What follows belongs to an exercise in optimizing a design on an open flow for small area, a short achievable clock period and few clock cycles per item; a production flow would make more cautious choices.
Function was checked by simulation only, so behaviour that the tests miss may differ from the original.

==> job 3036: inputs <==
==> flow/design.v (excerpt) <==
module nbhd_run (
    input  wire       clk,
    input  wire       rst,         
    input  wire       in_valid,
    output wire       in_ready,
    input  wire [7:0] in_pix,
    output wire       out_valid,
    output wire [7:0] out_pix
);
    localparam integer P = 4;             
    localparam integer Q = 3;             
    localparam integer L = 51 + P + Q;    
    localparam integer D = 257 - L;       
    reg       rst_r;
    reg       rdy_r;
    reg       iv;
    reg [7:0] ip;
    always @(posedge clk) begin
        rst_r <= rst;
        ip    <= in_pix;
        iv    <= in_valid & rdy_r & ~rst;
    end
    assign in_ready = rdy_r;
    reg [8*D-1:0] fifo;  
    reg [8:0] cm1;       
    reg [7:0] icnt;      
    reg [7:0] hq;        
    reg [1:0] avail;     
    reg [6:0] pend;      
    wire last_in   = iv & (icnt == 8'd255);
    wire head_done = (avail != 2'd0) | last_in;
    wire nonempty  = ~cm1[8];
    wire flushing  = (pend != 7'd0);
    reg take;
    always @* begin
        if (!nonempty)
            take = 1'b0;
        else if (hq >= L)
  ...
Settings: LEC_CHECK=0, CAP_MARGIN=20, CORE_MARGIN=2, CORE_UTILIZATION=30, CTS_CLUSTER_DIAMETER=80, CTS_CLUSTER_SIZE=20, SLEW_MARGIN=20, SYNTH_MEMORY_MAX_BITS=4096; clock period 38.0 ns.
standard.sh (not shown) runs the stock make flow with config.mk's settings and CLKGATE_MAP_FILE= SYNTH_SCRIPT=/design/flow/synth_recipe.tcl, a recipe that flattens the netlist after the stock synthesis.
==> flow/flow/run.sh <==
#!/bin/bash
# The standard layout, with the port buffers made of sky130_fd_sc_hd__buf_2
# cells instead of the delay buffer that buffer_ports picks by default.
set -euo pipefail
export BUFFER_PORTS_ARGS="-buffer_cell sky130_fd_sc_hd__buf_2"
bash standard.sh > standard_flow.log 2>&1
==> job 4348: changes against job 3036 <==
--- a/flow/design.v
+++ b/flow/design.v
@@ -103,13 +103,13 @@
     input  wire       in_valid,
     output wire       in_ready,
     input  wire [7:0] in_pix,
     output wire       out_valid,
     output wire [7:0] out_pix
 );
-    localparam integer P = 4;             
+    localparam integer P = 5;             
     localparam integer Q = 3;             
     localparam integer L = 51 + P + Q;    
     localparam integer D = 257 - L;       
     reg       rst_r;
     reg       rdy_r;
     reg       iv;
@@ -243,21 +243,23 @@
     wire [7:0] ax, ay;
     wire       bx, by;
     nbhd_absdiff u_adx (.a(gxp), .b(gxn), .d(ax), .big(bx));
     nbhd_absdiff u_ady (.a(gyp), .b(gyn), .d(ay), .big(by));
     reg [7:0] p1x, p1y;
     reg       p1s;
+    reg [15:0] p2m;
+    reg        p2s;
     reg [3:0]  p3r;
     reg [4:0]  p3e;
     reg [7:0]  p3m;
     reg        p3s;
     reg [6:0]  p4r;
     reg [7:0]  p4e;
     reg [1:0]  p4m;
     reg        p4s;
-    reg [3:1]  pi;
+    reg [4:1]  pi;
     reg [7:0]  s2;
     reg [16:0] msum;
     integer si, sj;
     always @* begin
         msum = 17'd0;
         for (si = 0; si < 8; si = si + 1) begin
@@ -266,13 +268,13 @@
                 msum = msum + ({16'd0, p1x[si] & p1x[sj]} << (si + sj + 1))
                             + ({16'd0, p1y[si] & p1y[sj]} << (si + sj + 1));
         end
     end
     wire [7:0] r3;
     wire [9:0] e3;
-    nbhd_sqsteps #(.HI(7), .LO(4)) u_sq3 (.root_i(8'd0), .rem_i(10'd0), .m(msum[15:0]), .root_o(r3), .rem_o(e3));
+    nbhd_sqsteps #(.HI(7), .LO(4)) u_sq3 (.root_i(8'd0), .rem_i(10'd0), .m(p2m), .root_o(r3), .rem_o(e3));
     wire [7:0] r4;
     wire [9:0] e4;
     nbhd_sqsteps #(.HI(3), .LO(1)) u_sq4 (.root_i({4'd0, p3r}), .rem_i({5'd0, p3e}), .m({8'd0, p3m}), .root_o(r4), .rem_o(e4));
     wire [7:0] r5;
     wire [9:0] e5;
     nbhd_sqsteps #(.HI(0), .LO(0)) u_sq5 (.root_i({1'b0, p4r}), .rem_i({2'd0, p4e}), .m({14'd0, p4m}), .root_o(r5), .rem_o(e5));
@@ -281,22 +283,24 @@
     always @(posedge clk) begin
         if (adv) begin
             lb2 <= {lb2[8*33-1:0], s1};
             p1x <= ax;
             p1y <= ay;
             p1s <= bx | by;
+            p2m <= msum[15:0];
+            p2s <= p1s | msum[16];
             p3r <= r3[3:0];
             p3e <= e3[4:0];
-            p3m <= msum[7:0];
-            p3s <= p1s | msum[16];
+            p3m <= p2m[7:0];
+            p3s <= p2s;
             p4r <= r4[6:0];
             p4e <= e4[7:0];
             p4m <= p3m[1:0];
             p4s <= p3s;
-            pi  <= {pi[2:1], int2};
-            s2  <= pi[3] ? sob : lb2[8*(17+P-1)-1 -: 8];
+            pi  <= {pi[3:1], int2};
+            s2  <= pi[4] ? sob : lb2[8*(17+P-1)-1 -: 8];
         end
     end
     always @(posedge clk) begin
         if (rst_r)
             c2 <= 8'd0;
         else if (adv & ok2)
==> flow/config.mk (replaced) <==
export PLATFORM = sky130hd
export DESIGN_NAME = nbhd_run
export DESIGN_NICKNAME = nbhd_run
export VERILOG_FILES = /design/flow/design.v
export SDC_FILE = /design/flow/constraint.sdc
export NUM_CORES = 4
export LEC_CHECK = 0
export CAP_MARGIN = 40
export CORE_MARGIN = 2
export CORE_UTILIZATION = 30
export CTS_CLUSTER_DIAMETER = 80
export CTS_CLUSTER_SIZE = 20
export SLEW_MARGIN = 40
export SYNTH_MEMORY_MAX_BITS = 4096
==> job 5438: changes against job 3036 <==
--- a/flow/design.v
+++ b/flow/design.v
@@ -103,110 +103,96 @@
     input  wire       in_valid,
     output wire       in_ready,
     input  wire [7:0] in_pix,
     output wire       out_valid,
     output wire [7:0] out_pix
 );
-    localparam integer P = 4;             
+    localparam integer P = 5;             
     localparam integer Q = 3;             
     localparam integer L = 51 + P + Q;    
-    localparam integer D = 257 - L;       
+    localparam integer D = 258 - L;       
     reg       rst_r;
     reg       rdy_r;
     reg       iv;
     reg [7:0] ip;
     always @(posedge clk) begin
         rst_r <= rst;
         ip    <= in_pix;
         iv    <= in_valid & rdy_r & ~rst;
     end
     assign in_ready = rdy_r;
-    reg [8*D-1:0] fifo;  
-    reg [8:0] cm1;       
+    reg [7:0] mem [0:D-1];
+    reg [7:0] wp, rp;
+    reg [8:0] cnt;       
     reg [7:0] icnt;      
     reg [7:0] hq;        
     reg [1:0] avail;     
     reg [6:0] pend;      
     wire last_in   = iv & (icnt == 8'd255);
     wire head_done = (avail != 2'd0) | last_in;
-    wire nonempty  = ~cm1[8];
+    wire nonempty  = (cnt != 9'd0);
     wire flushing  = (pend != 7'd0);
     reg take;
     always @* begin
         if (!nonempty)
             take = 1'b0;
         else if (hq >= L)
             take = head_done;
         else if (hq == 8'd0 && flushing)
-            take = (nonempty & (cm1[7:0] >= L - 1)) | (avail != 2'd0);
+            take = (cnt >= L) | (avail != 2'd0);
         else
             take = 1'b1;
     end
     wire dummy = ~take & (hq == 8'd0) & flushing;
     wire adv   = take | dummy;
-    wire [8:0] cm1_nx = cm1 + {8'd0, iv} - {8'd0, take};
+    wire [8:0] cnt_nx = cnt + {8'd0, iv} - {8'd0, take};
     always @(posedge clk) begin
-        if (iv) fifo <= {fifo[8*(D-1)-1:0], ip};
+        if (iv) mem[wp] <= ip;
     end
-    wire [15:0] rsel_lo = 16'd1 << cm1[3:0];
-    wire [15:0] rsel_hi = 16'd1 << cm1[7:4];
+    wire [15:0] rsel_lo = 16'd1 << rp[3:0];
+    wire [15:0] rsel_hi = 16'd1 << rp[7:4];
     reg  [7:0]  head;
     integer e;
     always @* begin
         head = 8'd0;
         for (e = 0; e < D; e = e + 1)
-            head = head | (fifo[8*e +: 8] & {8{rsel_lo[e % 16] & rsel_hi[e / 16]}});
+            head = head | (mem[e] & {8{rsel_lo[e % 16] & rsel_hi[e / 16]}});
     end
     always @(posedge clk) begin
         if (rst_r) begin
-            cm1   <= 9'h1ff;
+            wp    <= 8'd0;
+            rp    <= 8'd0;
+            cnt   <= 9'd0;
             icnt  <= 8'd0;
             hq    <= 8'd0;
             avail <= 2'd0;
             pend  <= 7'd0;
             rdy_r <= 1'b1;
         end else begin
-            if (iv)
+            if (iv) begin
+                wp   <= (wp == D - 1) ? 8'd0 : wp + 8'd1;
                 icnt <= icnt + 8'd1;
-            if (take)
+            end
+            if (take) begin
+                rp <= (rp == D - 1) ? 8'd0 : rp + 8'd1;
                 hq <= hq + 8'd1;
-            cm1   <= cm1_nx;
+            end
+            cnt   <= cnt_nx;
             avail <= avail + {1'b0, last_in} - {1'b0, take & (hq == 8'd255)};
             if (take)
                 pend <= L;
             else if (dummy)
                 pend <= pend - 7'd1;
-            rdy_r <= ($signed(cm1_nx) < D - 2);
-        end
-    end
-    localparam integer DV1 = 16;                
-    localparam integer DV2 = 34;                
-    localparam integer DV3 = DV2 + P + 17;      
-    localparam integer DVO = DV3 + Q - 1;       
-    reg  [6:0] ds, de;
-    wire [6:0] ds_inc = (ds == 7'd127) ? ds : ds + 7'd1;
-    wire [6:0] de_inc = (de == 7'd127) ? de : de + 7'd1;
-    wire ok1 = ~((ds <= DV1) & (de >= DV1));
-    wire ok2 = ~((ds <= DV2) & (de >= DV2));
-    wire ok3 = ~((ds <= DV3) & (de >= DV3));
-    wire oko = ~((ds <= DVO) & (de >= DVO));
-    always @(posedge clk) begin
-        if (rst_r) begin
-            ds <= 7'd0;
-            de <= 7'd127;
-        end else if (dummy) begin
-            ds <= 7'd0;
-            de <= (ds == 7'd0) ? de_inc : 7'd0;
-        end else if (take) begin
-            ds <= ds_inc;
-            de <= de_inc;
+            rdy_r <= (cnt_nx < D - 1);
         end
     end
     reg [8*34-1:0] lb1;
+    reg [17:1]     v1;
     reg [7:0]      c1;
     reg [7:0]      s1;
+    reg            s1v;
     wire [7:0] w1_1  = lb1[8*1-1  -: 8];
     wire [7:0] w1_16 = lb1[8*16-1 -: 8];
     wire [7:0] w1_17 = lb1[8*17-1 -: 8];
     wire [7:0] w1_18 = lb1[8*18-1 -: 8];
     wire [7:0] w1_33 = lb1[8*33-1 -: 8];
     wire int1 = (c1[3:0] != 4'd0) & (c1[3:0] != 4'd15) & (c1[7:4] != 4'd0) & (c1[7:4] != 4'd15);
@@ -216,18 +202,24 @@
         if (adv) begin
             lb1 <= {lb1[8*33-1:0], head};
             s1  <= int1 ? sharp : w1_17;
         end
     end
     always @(posedge clk) begin
-        if (rst_r)
-            c1 <= 8'd0;
-        else if (adv & ok1)
-            c1 <= c1 + 8'd1;
+        if (rst_r) begin
+            v1  <= 17'd0;
+            s1v <= 1'b0;
+            c1  <= 8'd0;
+        end else if (adv) begin
+            v1  <= {v1[16:1], take};
+            s1v <= v1[17];
+            if (v1[17]) c1 <= c1 + 8'd1;
+        end
     end
     reg [8*34-1:0] lb2;
+    reg [17:1]     v2;
     reg [7:0]      c2;
     wire [7:0] w2_0  = s1;
     wire [7:0] w2_1  = lb2[8*1-1  -: 8];
     wire [7:0] w2_2  = lb2[8*2-1  -: 8];
     wire [7:0] w2_16 = lb2[8*16-1 -: 8];
     wire [7:0] w2_17 = lb2[8*17-1 -: 8];
@@ -243,22 +235,25 @@
     wire [7:0] ax, ay;
     wire       bx, by;
     nbhd_absdiff u_adx (.a(gxp), .b(gxn), .d(ax), .big(bx));
     nbhd_absdiff u_ady (.a(gyp), .b(gyn), .d(ay), .big(by));
     reg [7:0] p1x, p1y;
     reg       p1s;
-    reg [3:0]  p3r;
-    reg [4:0]  p3e;
-    reg [7:0]  p3m;
+    reg [15:0] p2m;
+    reg        p2s;
+    reg [2:0]  p3r;
+    reg [3:0]  p3e;
+    reg [9:0]  p3m;
     reg        p3s;
-    reg [6:0]  p4r;
-    reg [7:0]  p4e;
-    reg [1:0]  p4m;
+    reg [5:0]  p4r;
+    reg [6:0]  p4e;
+    reg [3:0]  p4m;
     reg        p4s;
-    reg [3:1]  pi;
+    reg [4:1]  pv, pi;
     reg [7:0]  s2;
+    reg        s2v;
     reg [16:0] msum;
     integer si, sj;
     always @* begin
         msum = 17'd0;
         for (si = 0; si < 8; si = si + 1) begin
             msum = msum + ({16'd0, p1x[si]} << (2 * si)) + ({16'd0, p1y[si]} << (2 * si));
@@ -266,46 +261,56 @@
                 msum = msum + ({16'd0, p1x[si] & p1x[sj]} << (si + sj + 1))
                             + ({16'd0, p1y[si] & p1y[sj]} << (si + sj + 1));
         end
     end
     wire [7:0] r3;
     wire [9:0] e3;
-    nbhd_sqsteps #(.HI(7), .LO(4)) u_sq3 (.root_i(8'd0), .rem_i(10'd0), .m(msum[15:0]), .root_o(r3), .rem_o(e3));
+    nbhd_sqsteps #(.HI(7), .LO(5)) u_sq3 (.root_i(8'd0), .rem_i(10'd0), .m(p2m), .root_o(r3), .rem_o(e3));
     wire [7:0] r4;
     wire [9:0] e4;
-    nbhd_sqsteps #(.HI(3), .LO(1)) u_sq4 (.root_i({4'd0, p3r}), .rem_i({5'd0, p3e}), .m({8'd0, p3m}), .root_o(r4), .rem_o(e4));
+    nbhd_sqsteps #(.HI(4), .LO(2)) u_sq4 (.root_i({5'd0, p3r}), .rem_i({6'd0, p3e}), .m({6'd0, p3m}), .root_o(r4), .rem_o(e4));
     wire [7:0] r5;
     wire [9:0] e5;
-    nbhd_sqsteps #(.HI(0), .LO(0)) u_sq5 (.root_i({1'b0, p4r}), .rem_i({2'd0, p4e}), .m({14'd0, p4m}), .root_o(r5), .rem_o(e5));
+    nbhd_sqsteps #(.HI(1), .LO(0)) u_sq5 (.root_i({2'd0, p4r}), .rem_i({3'd0, p4e}), .m({12'd0, p4m}), .root_o(r5), .rem_o(e5));
     wire [8:0] q5   = {1'b0, r5} + {8'd0, (e5 > {2'd0, r5})};
     wire [7:0] sob  = (p4s | q5[8]) ? 8'd255 : q5[7:0];
     always @(posedge clk) begin
         if (adv) begin
             lb2 <= {lb2[8*33-1:0], s1};
             p1x <= ax;
             p1y <= ay;
             p1s <= bx | by;
-            p3r <= r3[3:0];
-            p3e <= e3[4:0];
-            p3m <= msum[7:0];
-            p3s <= p1s | msum[16];
-            p4r <= r4[6:0];
-            p4e <= e4[7:0];
-            p4m <= p3m[1:0];
+            p2m <= msum[15:0];
+            p2s <= p1s | msum[16];
+            p3r <= r3[2:0];
+            p3e <= e3[3:0];
+            p3m <= p2m[9:0];
+            p3s <= p2s;
+            p4r <= r4[5:0];
+            p4e <= e4[6:0];
+            p4m <= p3m[3:0];
             p4s <= p3s;
-            pi  <= {pi[2:1], int2};
-            s2  <= pi[3] ? sob : lb2[8*(17+P-1)-1 -: 8];
+            pi  <= {pi[3:1], int2};
+            s2  <= pi[4] ? sob : lb2[8*(17+P-1)-1 -: 8];
         end
     end
     always @(posedge clk) begin
-        if (rst_r)
-            c2 <= 8'd0;
-        else if (adv & ok2)
-            c2 <= c2 + 8'd1;
+        if (rst_r) begin
+            v2  <= 17'd0;
+            pv  <= 4'd0;
+            s2v <= 1'b0;
+            c2  <= 8'd0;
+        end else if (adv) begin
+            v2  <= {v2[16:1], s1v};
+            pv  <= {pv[3:1], v2[17]};
+            s2v <= pv[4];
+            if (v2[17]) c2 <= c2 + 8'd1;
+        end
     end
     reg [8*36-1:0] lb3;
+    reg [17:1]     v3;
     reg [7:0]      c3;
     wire int3 = (c3[3:0] != 4'd0) & (c3[3:0] != 4'd15) & (c3[7:4] != 4'd0) & (c3[7:4] != 4'd15);
     wire [71:0] wm1 = {lb3[8*34-1 -: 8], lb3[8*33-1 -: 8], lb3[8*32-1 -: 8],
                        lb3[8*18-1 -: 8], lb3[8*17-1 -: 8], lb3[8*16-1 -: 8],
                        lb3[8*2-1 -: 8],  lb3[8*1-1 -: 8],  s2};
     wire [71:0] wm2 = {lb3[8*35-1 -: 8], lb3[8*34-1 -: 8], lb3[8*33-1 -: 8],
@@ -318,13 +323,13 @@
     wire [7:5] mr1;
     wire [4:2] mr2;
     wire [1:0] mr3;
     reg  [8:0] q1h, q1l, q2h, q2l;
     reg  [7:5] q1r;
     reg  [7:2] q2r;
-    reg        q1i, q2i;
+    reg        q1v, q1i, q2v, q2i;
     nbhd_medbits #(.HI(7), .LO(5)) u_med1 (.w(wm1), .fh_i(9'd0), .fl_i(9'd0),
                                            .fh_o(mh1), .fl_o(ml1), .res_o(mr1));
     nbhd_medbits #(.HI(4), .LO(2)) u_med2 (.w(wm2), .fh_i(q1h), .fl_i(q1l),
                                            .fh_o(mh2), .fl_o(ml2), .res_o(mr2));
     nbhd_medbits #(.HI(1), .LO(0)) u_med3 (.w(wm3), .fh_i(q2h), .fl_i(q2l),
                                            .fh_o(mh3), .fl_o(ml3), .res_o(mr3));
@@ -342,17 +347,24 @@
             q2r <= {q1r, mr2};
             q2i <= q1i;
         end
         op_r <= q2i ? {q2r, mr3} : lb3[8*(17+Q-1)-1 -: 8];
     end
     always @(posedge clk) begin
-        if (rst_r)
-            c3 <= 8'd0;
-        else if (adv & ok3)
-            c3 <= c3 + 8'd1;
+        if (rst_r) begin
+            v3   <= 17'd0;
+            q1v  <= 1'b0;
+            q2v  <= 1'b0;
+            c3   <= 8'd0;
+        end else if (adv) begin
+            v3  <= {v3[16:1], s2v};
+            q1v <= v3[17];
+            q2v <= q1v;
+            if (v3[17]) c3 <= c3 + 8'd1;
+        end
     end
     always @(posedge clk) begin
-        ov_r <= ~rst & ~rst_r & adv & oko;
+        ov_r <= ~rst & ~rst_r & adv & q2v;
     end
     assign out_valid = ov_r;
     assign out_pix   = op_r;
 endmodule
==> flow/run.sh (new file) <==
#!/bin/bash
# synth_recipe.tcl (not shown) runs the flow's synth.tcl, then flattens the netlist and writes it again
# the make line also repeats each setting of config.mk as NAME=value (left out here)
make -C /OpenROAD-flow-scripts/flow DESIGN_CONFIG=/design/flow/config.mk WORK_HOME=/design/flow/orfs CLKGATE_MAP_FILE= SYNTH_SCRIPT=/design/flow/synth_recipe.tcl finish
==> flow/config.mk (replaced) <==
export PLATFORM = sky130hd
export DESIGN_NAME = nbhd_run
export DESIGN_NICKNAME = nbhd_run
export VERILOG_FILES = /design/flow/design.v
export SDC_FILE = /design/flow/constraint.sdc
export NUM_CORES = 4
export LEC_CHECK = 0
export CAP_MARGIN = 40
export CORE_MARGIN = 2
export CORE_UTILIZATION = 30
export CTS_CLUSTER_DIAMETER = 80
export CTS_CLUSTER_SIZE = 25
export SLEW_MARGIN = 40
export SYNTH_MEMORY_MAX_BITS = 4096
removed: flow/flow/run.sh
removed: flow/standard.sh
==> summary of the runs <==
Final area: job 3036 < job 4348 < job 5438. The highest synthesized area belongs to job 5438, the lowest to job 4348. The highest sequential share of layout area belongs to job 3036, the lowest to job 5438. The highest sequential cell count belongs to job 5438, the lowest to job 3036. The highest synthesized cell count belongs to job 5438, the lowest to job 4348. In job 5438 the non-clock buffer count is higher than in job 4348, by 189. Critical path depth is the same in job 3036 and job 4348.
==> figures <==
                                                                                                          job 5438                 job 3036                 job 4348
Result of the run                                                                          complete, no violations  complete, no violations  complete, no violations
Clock latency on the worst-skew pair                                                                        960 ps                   980 ps                   930 ps
Data arrival at the endpoint of the critical path                                                          1780 ps                  1330 ps                  1860 ps
Well Taps                                                                                                    4,620                    4,515                    4,515
Post-CTS clock slew at the launch and capture registers of the worst setup and hold paths                    90 ps                    90 ps                    80 ps
Wire length of the first global-routing pass                                                                630 mm                   518 mm                   520 mm
Area fraction in compound gates after synthesis                                                             0.0967                    0.100                   0.0960
Post-route design area                                                                                 124,000 um2              115,000 um2              117,000 um2
Share of final-layout standard cells stronger than drive strength 1                                          0.159                    0.108                    0.115
Buffers outside the clock class                                                                                481                      193                      292
Total Routed Length                                                                                         489 mm                   393 mm                   398 mm
Smallest hold slack                                                                                         411 ps                   367 ps                   349 ps
Standard cell area after detailed placement                                                            117,000 um2              110,000 um2              111,000 um2
Testbench counts of job 3036, summed over its fixed seeds: cycles 10,240, planes 32.
Testbench counts of job 4348, summed over its fixed seeds: cycles 10,240, planes 32.
Testbench counts of job 5438, summed over its fixed seeds: cycles 10,240, planes 32.

==> port drivers added, routing unchanged <==
How much do the figures lean on ideal ports? The routed layouts below were timed once more, with nothing changed but the port constraints. Step 1: set_driving_cell puts a clkbuf_16 on clk and a buf_2 on each other input, an assumption about the parent block. Step 2 moves the port delays by t, midway between the first and last clock arrival at a register: inputs arrive t later, outputs are due t later. That takes back most of the time a late clock gives input paths. a / b / c = ideal / step 1 / step 2; a / b = the first two.
| run | t (ns) | setup WS [ns] | latest minus earliest clock arrival (ns) | worst data-port slew with drivers (ns) |
|---|---|---|---|---|
| job 3036 | 1.010 | 29.070 / 28.961 / 29.217 | 0.147 / 0.147 | 0.03 |
| job 4348 | 0.982 | 28.540 / 28.438 / 29.420 | 0.114 / 0.114 | 0.03 |
| job 5438 | 1.026 | 28.619 / 28.512 / 29.315 | 0.082 / 0.082 | 0.03 |
After both steps setup and hold are still met in every run listed.
